What follows belongs to an exercise in optimizing a design on an open flow for small area, a short achievable clock period and few clock cycles; a production flow would make more cautious choices.
Only simulation tests tie the RTL to the original design; equivalence was not proved.
No activity file was given, so power comes from the tool's default toggle rates.

<file path="flow/design.v">
module lz77_compressor (
    input  wire        clk,
    input  wire        rst,        
    input  wire        wr_en,
    input  wire [6:0]  wr_addr,
    input  wire [7:0]  wr_data,
    input  wire [7:0]  in_len,     
    input  wire [15:0] lz_w,       
    input  wire [7:0]  lz_min,     
    input  wire [7:0]  lz_max,     
    input  wire        start,
    output wire        idle,
    output wire        out_valid,
    input  wire        out_ready,
    output wire [7:0]  out_data,
    output reg         done,
    output reg         err,
    output reg  [2:0]  pad
);
    localparam C = 40;             
    localparam S_IDLE  = 3'd0,
               S_SRCH  = 3'd1,
               S_BUB1  = 3'd3,
               S_BUB2  = 3'd4,
               S_FIN   = 3'd5,
               S_DRAIN = 3'd6;
    reg [2:0]  state;
    reg        idle_r;
    assign idle = idle_r;
    reg [7:0]  mem [0:127];
    reg        we_r;
    reg [6:0]  wa_r;
    reg [7:0]  wd_r;
    always @(posedge clk) begin
        we_r <= wr_en;
        wa_r <= wr_addr;
        wd_r <= wr_data;
        if (we_r)
            mem[wa_r] <= wd_r;
    end
    reg [7:0]  len_r;
    reg [15:0] w_r;
    reg [7:0]  min_r;
    reg [7:0]  max_r;
    reg [7:0]   p;         
    reg [7:0]   r;         
    reg [7:0]   k;         
    reg         k0, k1;    
    reg         kge;       
    reg         atl;       
    reg [6:0]   ra;        
    reg [127:0] alive;
    reg [127:0] eq;        
    reg [7:0]   xr;        
    reg [7:0]   cur;       
    reg [7:0]   litb;      
    reg [7:0]   xi;        
    reg [7:0]   lo;        
    wire [7:0] mrd  = mem[ra];
    wire [7:0] mrd0 = (we_r && wa_r == 7'd0) ? wd_r : mem[0];
    wire [7:0] mrd1 = (we_r && wa_r == 7'd1) ? wd_r : mem[1];
    wire        hold_cmp;
    wire [7:0]  csel = hold_cmp ? xr : cur;
    wire [127:0] eq_new;
    genvar gj;
    generate
        for (gj = 0; gj < 128; gj = gj + 1) begin : g_cmp
            assign eq_new[gj] = (mem[gj] == csel);
        end
    endgenerate
    wire [127:0] initv;
    generate
        for (gj = 0; gj < 128; gj = gj + 1) begin : g_init
            assign initv[gj] = (gj < xi) && (gj >= lo);
        end
    endgenerate
    function [7:0] lofn;
        input [7:0]  x;
        input [15:0] w;
        begin
            lofn = (w >= {8'd0, x}) ? 8'd0 : x - w[7:0];
        end
    endfunction
    wire [7:0]  r1   = r + 8'd1;
    wire [7:0]  r2   = r + 8'd2;
    wire [7:0]  lo0  = lofn(r,  w_r);
    wire [7:0]  lo1  = lofn(r1, w_r);
    wire [7:0]  lo2  = lofn(r2, w_r);
    wire [6:0] hi_idx;
    lz_hi128 u_hi (.v(alive), .idx(hi_idx));
    wire         in_srch = (state == S_SRCH);
    reg          bad;      
    wire [127:0] mv      = alive & eq;
    wire         any_a   = |alive;
    wire         any_m   = |mv;
    wire         tend    = atl || !any_m;
    wire         ismatch = kge && (!k1 || any_a);
    wire         fin     = kge ? (r == len_r) : (p + 8'd1 == len_r);
    wire         merge   = kge || k1;
    wire         restart = !merge && !k0;
    wire [7:0]   kp1     = k + 8'd1;
    wire         atl_c   = (r1 == len_r) || (kp1 == max_r);
    wire         atl_m   = (r1 == len_r) || (max_r == 8'd1);
    wire         kge_c   = (kp1 >= min_r);
    wire         kge_m   = (min_r <= 8'd1);
    reg        t1_v;
    reg        t1_m;
    reg [7:0]  t1_d;       
    reg [6:0]  t1_r;
    reg [6:0]  t1_j;
    reg        tok_v;
    reg        tok_m;
    reg [7:0]  tok_d;
    reg [6:0]  tok_off;
    reg [C-1:0] acc;       
    reg [5:0]   cnt;
    reg [3:0]   hdr_i;     
    reg         active;    
    reg [7:0]   obuf;
    reg         ov;
    assign out_valid = ov;
    assign out_data  = obuf;
    wire        oroom = !ov || out_ready;
    reg [7:0] hdr_byte;
    always @(*) begin
        case (hdr_i[2:0])
            3'd3:    hdr_byte = len_r;
            3'd4:    hdr_byte = w_r[15:8];
            3'd5:    hdr_byte = w_r[7:0];
            3'd6:    hdr_byte = min_r;
            3'd7:    hdr_byte = max_r;
            default: hdr_byte = 8'd0;
        endcase
    end
    wire        hdr_pend = !hdr_i[3];
    wire        src_ok   = active && !bad && (hdr_pend || cnt >= 6'd8 || tok_take);
    wire        feed     = src_ok && oroom;
    wire [7:0]  src_byte = hdr_pend ? hdr_byte : acc_ins[C-1:C-8];
    wire        acc_pop  = feed && !hdr_pend;
    wire [5:0]  tok_n    = tok_m ? 6'd25 : 6'd9;
    wire        tok_full = tok_v && (tok_m ? (cnt > C - 25) : (cnt > C - 9));
    wire        tok_take = tok_v && !tok_full && active;
    wire [24:0] tok_bits = tok_m ? {1'b1, 9'd0, tok_off, tok_d}
                                 : {1'b0, tok_d, 16'd0};
    wire [C-1:0] tok_al  = {tok_bits, {(C-25){1'b0}}};
    wire [C-1:0] acc_ins = acc | (tok_take ? (tok_al >> cnt) : {C{1'b0}});
    wire [5:0]   cnt_ins = cnt + (tok_take ? tok_n : 6'd0);
    wire [C-1:0] acc_nx  = acc_pop ? {acc_ins[C-9:0], 8'd0} : acc_ins;
    wire [5:0]   cnt_t   = tok_m ? cnt + 6'd25 : cnt + 6'd9;
    wire [5:0]   cnt_tp  = tok_m ? cnt + 6'd17 : cnt + 6'd1;
    wire [5:0]   cnt_p   = cnt - 6'd8;
    wire [5:0]   cnt_nx  = tok_take ? (acc_pop ? cnt_tp : cnt_t)
                                    : (acc_pop ? cnt_p  : cnt);
    wire         t1_mv   = t1_v && (!tok_v || tok_take);    
    wire        drain_end = (state == S_DRAIN) && cnt == 6'd0 && !hdr_pend && oroom;
    wire        stall = t1_v && !t1_mv;
    assign      hold_cmp = in_srch && stall;
    wire        go    = in_srch && !bad;
    wire        adv   = go && !stall;             
    wire        tok_w = adv && tend;              
    always @(posedge clk) begin
        if (rst) begin
            state  <= S_IDLE;
            idle_r <= 1'b1;
            done   <= 1'b0;
            err    <= 1'b0;
            pad    <= 3'd0;
            tok_v  <= 1'b0;
            t1_v   <= 1'b0;
            cnt    <= 6'd0;
            hdr_i  <= 4'd8;
            active <= 1'b0;
            ov     <= 1'b0;
        end else begin
            done <= 1'b0;
            ov <= feed || (ov && !out_ready);
            if (feed && hdr_pend)
                hdr_i <= hdr_i + 4'd1;
            if (active)
                cnt <= cnt_nx;
            if (tok_w)
                t1_v <= 1'b1;
            else if (t1_mv)
                t1_v <= 1'b0;
            if (t1_mv)
                tok_v <= 1'b1;
            else if (tok_take)
                tok_v <= 1'b0;
            if ((in_srch || state == S_FIN) && bad) begin
                done   <= 1'b1;
                err    <= 1'b1;
                pad    <= 3'd0;
                active <= 1'b0;
                idle_r <= 1'b1;
                state  <= S_IDLE;
            end else case (state)
                S_IDLE: begin
                    cnt <= 6'd0;
                    if (start) begin
                        hdr_i  <= 4'd0;
                        active <= 1'b1;
                        idle_r <= 1'b0;
                        state  <= (in_len == 8'd0) ? S_FIN : S_SRCH;
                    end
                end
                S_SRCH: begin
                    if (tok_w) begin
                        if (fin)
                            state <= S_FIN;
                        else if (restart)
                            state <= S_BUB1;
                    end
                end
                S_BUB1: state <= S_BUB2;
                S_BUB2: state <= S_SRCH;
                S_FIN: begin
                    if (!t1_v && (!tok_v || tok_take)) begin
                        pad   <= 3'd0 - cnt_ins[2:0];
                        cnt   <= (cnt_nx + 6'd7) & 6'b111000;
                        state <= S_DRAIN;
                    end
                end
                default: begin  
                    if (drain_end) begin
                        done   <= 1'b1;
                        err    <= 1'b0;
                        active <= 1'b0;
                        idle_r <= 1'b1;
                        state  <= S_IDLE;
                    end
                end
            endcase
        end
    end
    always @(posedge clk) begin
        if (feed)
            obuf <= src_byte;
        acc <= acc_nx;
        eq  <= eq_new;
        if (tok_w) begin
            t1_m   <= ismatch;
            t1_d   <= ismatch ? k : litb;
            t1_r   <= r[6:0];
            t1_j   <= hi_idx;
        end
        if (t1_mv) begin
            tok_m   <= t1_m;
            tok_d   <= t1_d;
            tok_off <= t1_r - t1_j;
        end
        case (state)
            S_IDLE: begin
                len_r <= in_len;
                w_r   <= lz_w;
                min_r <= lz_min;
                max_r <= lz_max;
                bad   <= (lz_min > lz_max);
                cur   <= mrd1;
                litb  <= mrd0;
                ra    <= 7'd2;
                p     <= 8'd0;
                r     <= 8'd0;
                k     <= 8'd0;
                k0    <= 1'b1;
                k1    <= 1'b0;
                kge   <= 1'b0;
                atl   <= 1'b0;
                xi    <= 8'd1;
                lo    <= 8'd0;
                alive <= 128'd0;
                acc   <= {C{1'b0}};
            end
            S_SRCH: if (adv) begin
                xr  <= cur;
                cur <= mrd;
                ra  <= ra + 7'd1;
                if (!tend) begin
                    r     <= r1;
                    alive <= {mv[126:0], 1'b0};
                    k     <= kp1;
                    k0    <= 1'b0;
                    k1    <= k0;
                    kge   <= kge_c;
                    atl   <= atl_c;
                    xi    <= r1;
                    lo    <= lo1;
                end else if (merge) begin
                    r     <= r1;
                    p     <= r;
                    alive <= {initv[126:0] & eq[126:0], 1'b0};
                    litb  <= xr;
                    k     <= 8'd1;
                    k0    <= 1'b0;
                    k1    <= 1'b1;
                    kge   <= kge_m;
                    atl   <= atl_m;
                    xi    <= r1;
                    lo    <= lo1;
                end else if (k0) begin
                    r     <= r1;
                    p     <= r1;
                    alive <= initv;
                    litb  <= cur;
                    k     <= 8'd0;
                    k0    <= 1'b1;
                    k1    <= 1'b0;
                    kge   <= 1'b0;
                    atl   <= 1'b0;
                    xi    <= r2;
                    lo    <= lo2;
                end else begin
                    p  <= p + 8'd1;
                    r  <= p + 8'd1;
                    ra <= p[6:0] + 7'd1;
                end
            end
            S_BUB1: begin
                cur <= mrd;
                ra  <= ra + 7'd1;
                xi  <= r;
                lo  <= lo0;
            end
            S_BUB2: begin
                xr    <= cur;
                cur   <= mrd;
                ra    <= ra + 7'd1;
                alive <= initv;
                litb  <= cur;
                k     <= 8'd0;
                k0    <= 1'b1;
                k1    <= 1'b0;
                kge   <= 1'b0;
                atl   <= 1'b0;
                xi    <= r1;
                lo    <= lo1;
            end
            default: ;
        endcase
    end
endmodule
module lz_hi128 (
    input  wire [127:0] v,
    output wire [6:0]   idx
);
    wire [127:0] a0 = v;
    wire [63:0]  a1;  wire [63:0]  i1;
    wire [31:0]  a2;  wire [63:0]  i2;
    wire [15:0]  a3;  wire [47:0]  i3;
    wire [7:0]   a4;  wire [31:0]  i4;
    wire [3:0]   a5;  wire [19:0]  i5;
    wire [1:0]   a6;  wire [11:0]  i6;
    genvar g;
    generate
        for (g = 0; g < 64; g = g + 1) begin : l1
            assign a1[g] = a0[2*g+1] | a0[2*g];
            assign i1[g] = a0[2*g+1];
        end
        for (g = 0; g < 32; g = g + 1) begin : l2
            assign a2[g] = a1[2*g+1] | a1[2*g];
            assign i2[2*g+1:2*g] = a1[2*g+1] ? {1'b1, i1[2*g+1]} : {1'b0, i1[2*g]};
        end
        for (g = 0; g < 16; g = g + 1) begin : l3
            assign a3[g] = a2[2*g+1] | a2[2*g];
            assign i3[3*g+2:3*g] = a2[2*g+1] ? {1'b1, i2[4*g+3:4*g+2]} : {1'b0, i2[4*g+1:4*g]};
        end
        for (g = 0; g < 8; g = g + 1) begin : l4
            assign a4[g] = a3[2*g+1] | a3[2*g];
            assign i4[4*g+3:4*g] = a3[2*g+1] ? {1'b1, i3[6*g+5:6*g+3]} : {1'b0, i3[6*g+2:6*g]};
        end
        for (g = 0; g < 4; g = g + 1) begin : l5
            assign a5[g] = a4[2*g+1] | a4[2*g];
            assign i5[5*g+4:5*g] = a4[2*g+1] ? {1'b1, i4[8*g+7:8*g+4]} : {1'b0, i4[8*g+3:8*g]};
        end
        for (g = 0; g < 2; g = g + 1) begin : l6
            assign a6[g] = a5[2*g+1] | a5[2*g];
            assign i6[6*g+5:6*g] = a5[2*g+1] ? {1'b1, i5[10*g+9:10*g+5]} : {1'b0, i5[10*g+4:10*g]};
        end
    endgenerate
    assign idx = a6[1] ? {1'b1, i6[11:6]} : {1'b0, i6[5:0]};
endmodule
</file>
<file path="flow/constraint.sdc">
create_clock -name core_clock -period 10.0 [get_ports {clk}]
set_input_delay 2.0000 -clock core_clock [delete_from_list [all_inputs] [get_ports {clk}]]
set_output_delay 2.0000 -clock core_clock [all_outputs]
set_load 0.01 [all_outputs]
</file>
<file path="flow/run.sh">
#!/bin/bash
# synth_recipe.tcl (not shown) runs the flow's synth.tcl, then flattens the netlist and writes it again
# the make line also repeats each setting of config.mk as NAME=value (left out here)
make -C /OpenROAD-flow-scripts/flow DESIGN_CONFIG=/design/flow/config.mk WORK_HOME=/design/flow/orfs CLKGATE_MAP_FILE= SYNTH_SCRIPT=/design/flow/synth_recipe.tcl finish
</file>
<file path="flow/config.mk">
export PLATFORM = sky130hd
export DESIGN_NAME = lz77_compressor
export DESIGN_NICKNAME = lz77_compressor
export VERILOG_FILES = /design/flow/design.v
export SDC_FILE = /design/flow/constraint.sdc
export NUM_CORES = 4
export LEC_CHECK = 0
export CAP_MARGIN = 30
export CORE_MARGIN = 2
export CORE_UTILIZATION = 55
export CTS_CLUSTER_DIAMETER = 80
export CTS_CLUSTER_SIZE = 20
export SETUP_SLACK_MARGIN = 5
export SLEW_MARGIN = 20
</file>
==> impl_metrics.py, run 1 <==
metrics = {
    "grt": {
        "overflow": 0,
        "antenna_found_initial": 14,
        "grt_pass1_wl_um": 398000,
        "grt_max_degree": 96,
        "grt_pass1_vias": 52500,
        "globalRouteTotalUtil": 0.379,
    },
    "power": {
        "max-vdd-ir-drop_v": 0.000254,
        "power_density_mw_per_mm2": 273,
        "p_leak_nw": 28.7,
    },
    "timing": {
        "rsz0062_at_grt": "false",
        "worst_pin_slew_ns": 1.33,
        "setup_viol": 0,
        "fin_crit_sh": 0.492,
        "setup_ws_ns": 5.08,
        "worst_clock_skew_ns": 0.0432,
        "slew_violations": 0,
        "finalCriticalPeriod_ns": 4.92,
        "fmax_mhz": 203,
        "fin_tns_setup_ns": 0,
        "hold_viol": 0,
        "relSlewSlack": 0.113,
    },
    "layout": {
        "nets": 6233,
        "finalNonFillerCells": 8072,
        "drive_gt1_frac": 0.111,
        "finalInstanceArea_mm2": 0.0851,
        "num_antenna_cells": 0,
        "areaGrowthSynthToFinish_pct": 7.62,
        "utilization": 0.595,
    },
    "logic_synthesis": {
        "yosysMostFrequentCell": "edfxtp_1",
        "netlist_top_cells_count": "edfxtp_1 (1315), xor2_1 (1053), nor2_1 (510), nand2_1 (320), mux4_2 (316)",
        "synth_edf_count": 1315,
        "ys_ff_latch": 1529,
        "synth-async-reset-ratio": 0,
        "synth_cell_types": 87,
        "synth_fp_nets": 6325,
        "yosysTopAreaCellShare": 0.499,
        "post_synth_main_area_contributors": "edfxtp_1 (50%), xor2_1 (12%), mux4_2 (9.0%)",
        "syn_area_mm2": 0.0791,
        "synth-main-ff-cell": "edfxtp_1",
        "syn_inst": 6178,
        "avgSynthCellArea_um2": 12.8,
        "yosysWarnings": 1,
        "synth_largest_area_cell": "edfxtp_1",
        "synth-seq-area-share": 0.553,
    },
    "route": {
        "met1_length_um": 116000,
        "post_drt_wl_per_cell_um": 34.9,
        "highest_layer": "met5",
        "antenna_left": 0,
        "via_per_inst": 6.89,
        "drt_wl_total_um": 282000,
        "first_pass_iters": 6,
        "wl_met2_um": 122000,
        "vias": 55600,
        "drt-initial-drc-count": 8281,
        "drc": 0,
        "route.met3.wl_um": 30300,
    },
    "clocking": {
        "cts_setup_buffers": 0,
        "cts_resized": 2,
        "clk_path_buf_depth": 3,
        "clk_pin_slew_ns": 0.09,
        "root_buffer": "clkbuf_16",
        "cts_htree_levels": 3,
        "cts_buffers": 98,
        "postCtsHoldBufs": 0,
        "clock-sinks": 1529,
        "tritoncts": "built",
        "clock_latency_ns": 0.77,
    },
    "setup_path": {
        "critical_path.endpoint_type": "flip-flop",
        "rrSetupSlack_ns": 5.08,
        "worst-path-buf-inv": 2,
        "crit_path_top_delay_cell": "or4_1",
        "critPathLaunch": "alive[67]$_DFFE_PP_",
        "crit_top_cell": "buf_4",
        "worstReg2RegStart": "alive[67]$_DFFE_PP_",
        "cp.depth": 9,
        "arrival_ns": 5.44,
        "critPathLaunchType": "flip-flop",
        "ff2ff_path_depth": 9,
        "worstReg2RegEnd": "alive[108]$_DFFE_PP_",
        "slowest_delay_ns": 0.80,
        "cp_max_fo": 61,
        "path_class": "reg -> reg",
        "path_delay_family": "compound AO/OA/AOI/OAI gates",
        "cp.required_ns": 10.52,
        "path_cells": "a22o_1, a221oi_1, nand4_1, or4_1, o21ai_4, buf_4, buf_4, mux2_2, a32o_1",
    },
    "floorplanning": {
        "rows": 139,
        "fp.coreArea_mm2": 0.143,
        "dieArea_mm2": 0.147,
        "pin_count": 75,
        "start_util": 0.553,
        "die_x_um": 383,
        "fp.dieH_um": 383,
    },
    "place": {
        "place_area_mm2": 0.0818,
        "gp_congestion": 1.09,
        "port_buffers": 74,
        "hpwl_um": 198000,
        "place_ws_ns": 3.95,
        "dp_cells": 7883,
    },
    "min_path": {
        "hold_start": "t1_d[6]$_DFFE_PP_",
        "hold_class": "reg -> reg",
        "holdPathStages": 0,
        "holdPathEnd": "tok_d[6]$_DFFE_PP_",
    },
    "run": {
        "drv_cap": 0,
    },
    "status": {
        "status": "no timing/DRC/antenna violations",
    },
}
per-layer routing:
layer	vias up	track usage
met5	-	0
met4	16	0.139
met3	566	0.0795
met2	3585	0.557
met1	28200	0.558
li1	23200	-
placed cells by master, fill, tap and decap left out, drive strengths merged, types with 13 or more instances in the layout:
| master | Yosys | routed |
|---|---|---|
| mux2 | 59 | 59 |
| mux2i | 62 | 62 |
| nand2 | 320 | 320 |
| mux4 | 316 | 316 |
| o21ai | 175 | 175 |
| a32o | 47 | 47 |
| o31ai | 41 | 41 |
| clkbuf | 205 | 150 |
| o221ai | 15 | 15 |
| clkdlybuf4s50 | 0 | 74 |
| o32ai | 13 | 13 |
| and3 | 32 | 32 |
| clkinv | 4 | 18 |
| ha | 83 | 83 |
| a22o | 35 | 35 |
| inv | 119 | 134 |
| nand2b | 26 | 26 |
| nor2b | 32 | 32 |
| nand3 | 98 | 98 |
| dfxtp | 214 | 214 |
| and2 | 20 | 20 |
| a211oi | 65 | 65 |
| a21o | 27 | 27 |
| buf | 179 | 118 |
| a31oi | 24 | 24 |
| xor2 | 1053 | 1053 |
| edfxtp | 1315 | 1315 |
| o41ai | 16 | 16 |
| a21oi | 242 | 242 |
| nor4 | 36 | 36 |
| o211ai | 37 | 37 |
| xnor2 | 56 | 56 |
| or3 | 19 | 19 |
| o22ai | 66 | 66 |
| nor2 | 511 | 511 |
| nand4 | 279 | 279 |
| a22oi | 58 | 58 |
| a221oi | 52 | 52 |
| nor3 | 85 | 85 |
state kept, by name, summed over array words and instances (netlist names), 8 cells and up, named ones only:
register / flops
obuf: 8
cur: 8
min_r: 8
k: 8
acc: 40
litb: 8
wd_r: 8
w_r: 16
xi: 8
eq: 128
len_r: 8
p: 8
max_r: 8
t1_d: 8
r: 8
alive: 128
tok_d: 8
xr: 8
mem: 1024
lo: 8
worst max path at each step:
stage                           endpoint  slack (ns)
finish              alive[108]$_DFFE_PP_        5.08
global route         alive[50]$_DFFE_PP_        5.07
CTS                    cnt[4]$_SDFF_PP0_        5.14
detailed placement     cnt[4]$_SDFF_PP0_        3.95
global placement       cnt[4]$_SDFF_PP0_        3.94
floorplan              cnt[4]$_SDFF_PP0_        5.19
where the power goes:
part	switching [mW]	internal (mW)
logic	6.79	3.48
clock network	2.34	2.04
registers	1.02	7.55
cell type report:
class,count,area [µm²]
Fill cell,11400,58000
Sequential cell,1529,43800
Multi-Input combinational cell,4142,33400
Clock buffer,150,2730
Tap cell,1903,2380
Timing Repair Buffer,192,1830
Clock inverter,33,482
Inverter,123,464
cells by family (layout without fill, tap and decap cells):
family	Yosys count	after routing	synth area share
flops	1529	1529	0.553
fa+ha+maj	87	87	0.0141
simple gates	1499	1499	0.0902
compound gates	1009	1009	0.0867
xor+xnor	1110	1110	0.123
buf+inv	507	498	0.0263
mux	437	437	0.106
through the flow:
step | hold WS (ns) | power [mW]
6_report | 0.425 | 23.2
5_1_grt | 0.435 | 23.9
4_1_cts | 0.427 | 22.9
3_5_place_dp | 0.407 | 18.6
3_3_place_gp | 0.405 | 18.5
2_1_floorplan | 0.400 | 14.8
Testbench counts, summed over its fixed seeds: cycles 22,611.
==> inputs of run 2 (changes only) <==
==> flow/flow/run.sh (new file) <==
#!/bin/bash
# The standard layout, with timing repair aimed at a 3.3 ns period
# (setup margin 6.7 ns against the 10 ns clock). make's output goes to
# flow_make.log here; each tool's own log is under orfs/logs/.
set -euo pipefail
bash standard.sh SETUP_SLACK_MARGIN=6.7 finish > flow_make.log 2>&1
==> flow/standard.sh (new file) <==
#!/bin/bash
# synth_recipe.tcl (not shown) runs the flow's synth.tcl, then flattens the netlist and writes it again
# the make line also repeats each setting of config.mk as NAME=value (left out here)
make -C /OpenROAD-flow-scripts/flow DESIGN_CONFIG=/design/flow/config.mk WORK_HOME=/design/flow/orfs CLKGATE_MAP_FILE= SYNTH_SCRIPT=/design/flow/synth_recipe.tcl "${@:-finish}"
--- a/flow/config.mk
+++ b/flow/config.mk
@@ -10,5 +10,4 @@
 export CORE_UTILIZATION = 55
 export CTS_CLUSTER_DIAMETER = 80
 export CTS_CLUSTER_SIZE = 20
-export SETUP_SLACK_MARGIN = 5
 export SLEW_MARGIN = 20
removed: flow/run.sh
==> impl_metrics.py, run 2 <==
metrics = {
    "logic_synthesis": {
        "avgSynthCellArea_um2": 12.8,
        "synth-main-ff-cell": "edfxtp_1",
        "synth_edf_count": 1315,
        "synth_cell_types": 87,
        "netlist_top_cells_count": "edfxtp_1 (1315), xor2_1 (1053), nor2_1 (510), nand2_1 (320), mux4_2 (316)",
        "syn_area_mm2": 0.0791,
        "ys_ff_latch": 1529,
        "synth-async-reset-ratio": 0,
        "post_synth_main_area_contributors": "edfxtp_1 (50%), xor2_1 (12%), mux4_2 (9.0%)",
        "synth_largest_area_cell": "edfxtp_1",
        "syn_inst": 6178,
        "yosysTopAreaCellShare": 0.499,
        "synth-seq-area-share": 0.553,
        "yosysWarnings": 1,
        "yosysMostFrequentCell": "edfxtp_1",
        "synth_fp_nets": 6325,
    },
    "timing": {
        "fin_crit_sh": 0.364,
        "relSlewSlack": 0.253,
        "fmax_mhz": 274,
        "holdWs_ns": 0.419,
        "slew_violations": 0,
        "setup_viol": 0,
        "finalCriticalPeriod_ns": 3.64,
        "setup_ws_ns": 6.36,
        "fin_tns_setup_ns": 0,
        "hold_viol": 0,
        "rsz0062_at_grt": "true",
        "worst_clock_skew_ns": 0.0588,
        "worst_pin_slew_ns": 1.11,
    },
    "layout": {
        "utilization": 0.629,
        "largest_reg_flops": 1024,
        "nets": 6437,
        "drive_gt1_frac": 0.169,
        "reg.largest.list": "mem: 1024 flops, alive: 128 flops, eq: 128 flops",
        "final_common_cell": "edfxtp_1",
        "areaGrowthSynthToFinish_pct": 13.9,
        "regMostFlops": "mem",
        "finalInstanceArea_mm2": 0.0901,
        "mostFrequentLayoutCells": "edfxtp_1 (1315), xor2_1 (1053), nor2_1 (498)",
    },
    "setup_path": {
        "path_delay_family": "compound AO/OA/AOI/OAI gates",
        "critical_path.endpoint_type": "flip-flop",
        "crit_top_cell": "buf_6",
        "critPathLaunch": "alive[24]$_DFFE_PP_",
        "crit_path_top_delay_cell": "or4_4",
        "path_cells": "a22o_1, a221oi_4, nand4_1, or4_4, buf_6, o21ai_4, buf_6, buf_16, a21oi_4, clkbuf_16, a32o_1",
        "worst-path-buf-inv": 4,
        "path_class": "reg -> reg",
        "slowest_delay_ns": 0.56,
        "arrival_ns": 4.18,
        "cp.required_ns": 10.54,
        "worstReg2RegStart": "alive[24]$_DFFE_PP_",
        "critPathLaunchType": "flip-flop",
        "cp_max_fo": 7,
    },
    "clocking": {
        "clk_path_buf_depth": 3,
        "root_buffer": "clkbuf_16",
        "cts_buffers": 102,
        "postCtsHoldBufs": 0,
        "cts_htree_levels": 3,
        "tritoncts": "built",
        "clk_pin_slew_ns": 0.09,
        "clock_latency_ns": 0.80,
        "clock-sinks": 1529,
    },
    "place": {
        "place_area_mm2": 0.0819,
        "port_buffers": 74,
        "place_ws_ns": 4.72,
        "gp_congestion": 1.06,
        "hpwl_um": 201000,
    },
    "power": {
        "power_density_mw_per_mm2": 293,
        "p_leak_nw": 31.0,
        "max-vdd-ir-drop_v": 0.000237,
    },
    "route": {
        "drt-initial-drc-count": 9504,
        "drc": 0,
        "first_pass_iters": 8,
        "antenna_left": 0,
        "post_drt_wl_per_cell_um": 38.2,
        "drt_wl_total_um": 316000,
        "vias": 59000,
        "via_per_inst": 7.12,
    },
    "floorplanning": {
        "rows": 139,
        "fp.dieH_um": 383,
        "pin_count": 75,
        "fp.coreArea_mm2": 0.143,
        "die_x_um": 383,
        "dieArea_mm2": 0.147,
        "start_util": 0.553,
    },
    "grt": {
        "overflow": 0,
        "antenna_found_initial": 7,
        "grt_pass1_vias": 55100,
        "globalRouteTotalUtil": 0.415,
        "grt_pass1_wl_um": 429000,
        "grt_max_degree": 74,
    },
    "run": {
        "drv_cap": 0,
    },
    "min_path": {
        "hold_start": "t1_d[1]$_DFFE_PP_",
        "hold_class": "reg -> reg",
    },
    "status": {
        "status": "no timing/DRC/antenna violations",
    },
}
run 2: cell counts after synthesis:
No cell type changed its count.
run 2: logic make-up after synthesis:
family	count (synthesis)	share of synthesized area
flip-flops	1529	0.553
AND/OR/NAND/NOR	1499	0.0902
XOR/XNOR	1110	0.123
AO/OA/AOI/OAI	1009	0.0867
buffers and inverters	507	0.0263
multiplexers	437	0.106
adder cells (fa/ha/maj)	87	0.0141
run 2: worst paths after layout:
| check | to | slack (ns) | depth (start not counted) |
|---|---|---|---|
| hold reg to reg | tok_d[1]$_DFFE_PP_ | 0.42 | 0 |
| setup / recovery | alive[16]$_DFFE_PP_ | 6.36 | 11 |
| hold / removal | tok_d[1]$_DFFE_PP_ | 0.42 | 0 |
| setup reg to reg | alive[16]$_DFFE_PP_ | 6.36 | 11 |
run 2: where the power goes:
group          switching [mW]  total, mW  leakage (nW)  internal [mW]
registers               0.925       8.47          14.0           7.55
logic                    8.45       13.4          15.4           4.97
clock network            2.43       4.50          1.60           2.07
run 2: layer usage:
metal,part of all wire,wire (µm),vias up,global-route usage
met5,0.00019,59,-,0
met4,0.071,22500,8,0.226
li1,-,-,23700,-
met1,0.38,119000,29600,0.580
met2,0.42,132000,4665,0.591
met3,0.13,42600,1004,0.108
run 2: stage by stage:
| step | total power, mW | std cells |
|---|---|---|
| 6_report | 26.4 | 8286 |
| 5_1_grt | 26.8 | 8281 |
| 4_1_cts | 25.0 | 8202 |
| 3_5_place_dp | 18.6 | 7881 |
| 3_3_place_gp | 18.6 | 7874 |
| 2_1_floorplan | 14.8 | 6178 |
run 2: layout make-up:
class	count	area [µm²]
antenna	7	17.5
clock buffer	147	2790
clock inverter	43	563
fill	10900	53100
inverter	123	498
multi-input combinational	4151	34600
sequential	1529	43800
tap	1903	2380
timing repair buffer	380	5340
timing repair inverter	3	23.8
run 2: what timing repair did:
item | CTS | global route
gates resized for setup | 310 | 155
buffers inserted | 77 | 47
pin swaps | 30 | 35
endpoints found under the setup margin | 564 | 531
gates cloned | 54 | 24

## afterwards: timing with drivers on the ports
In the flow no input, the clock included, has a driving cell. The finished layouts below were timed again as built, in two steps.
Step 1 (the two cells are an assumption about what drives the block):
set clk [get_ports {clk}]
set_driving_cell -lib_cell sky130_fd_sc_hd__clkbuf_16 $clk
set_driving_cell -lib_cell sky130_fd_sc_hd__buf_2 [delete_from_list [all_inputs] $clk]
Step 2, shift: input delay + t, output delay - t, t = (earliest + latest rising clock arrival at the registers) / 2. This alone moves slack from input paths to output paths.
Slacks: no drivers / after step 1 / after step 2; pairs: no drivers / after step 1.
run	t (ns)	setup slack, ns	hold slack, ns	worst setup path after step 2	pins driven straight from the clock port
run 1	0.831	5.079 / 5.079 / 4.530	0.425 / 0.425 / 0.425	input to register	1
run 2	0.855	6.355 / 6.355 / 5.844	0.419 / 0.419 / 0.419	input to register	1
After both steps every run listed still meets setup and hold. The setup slack of run 1, which loses most, moves by 0.000 ns with the drivers and by -0.549 ns with both steps.
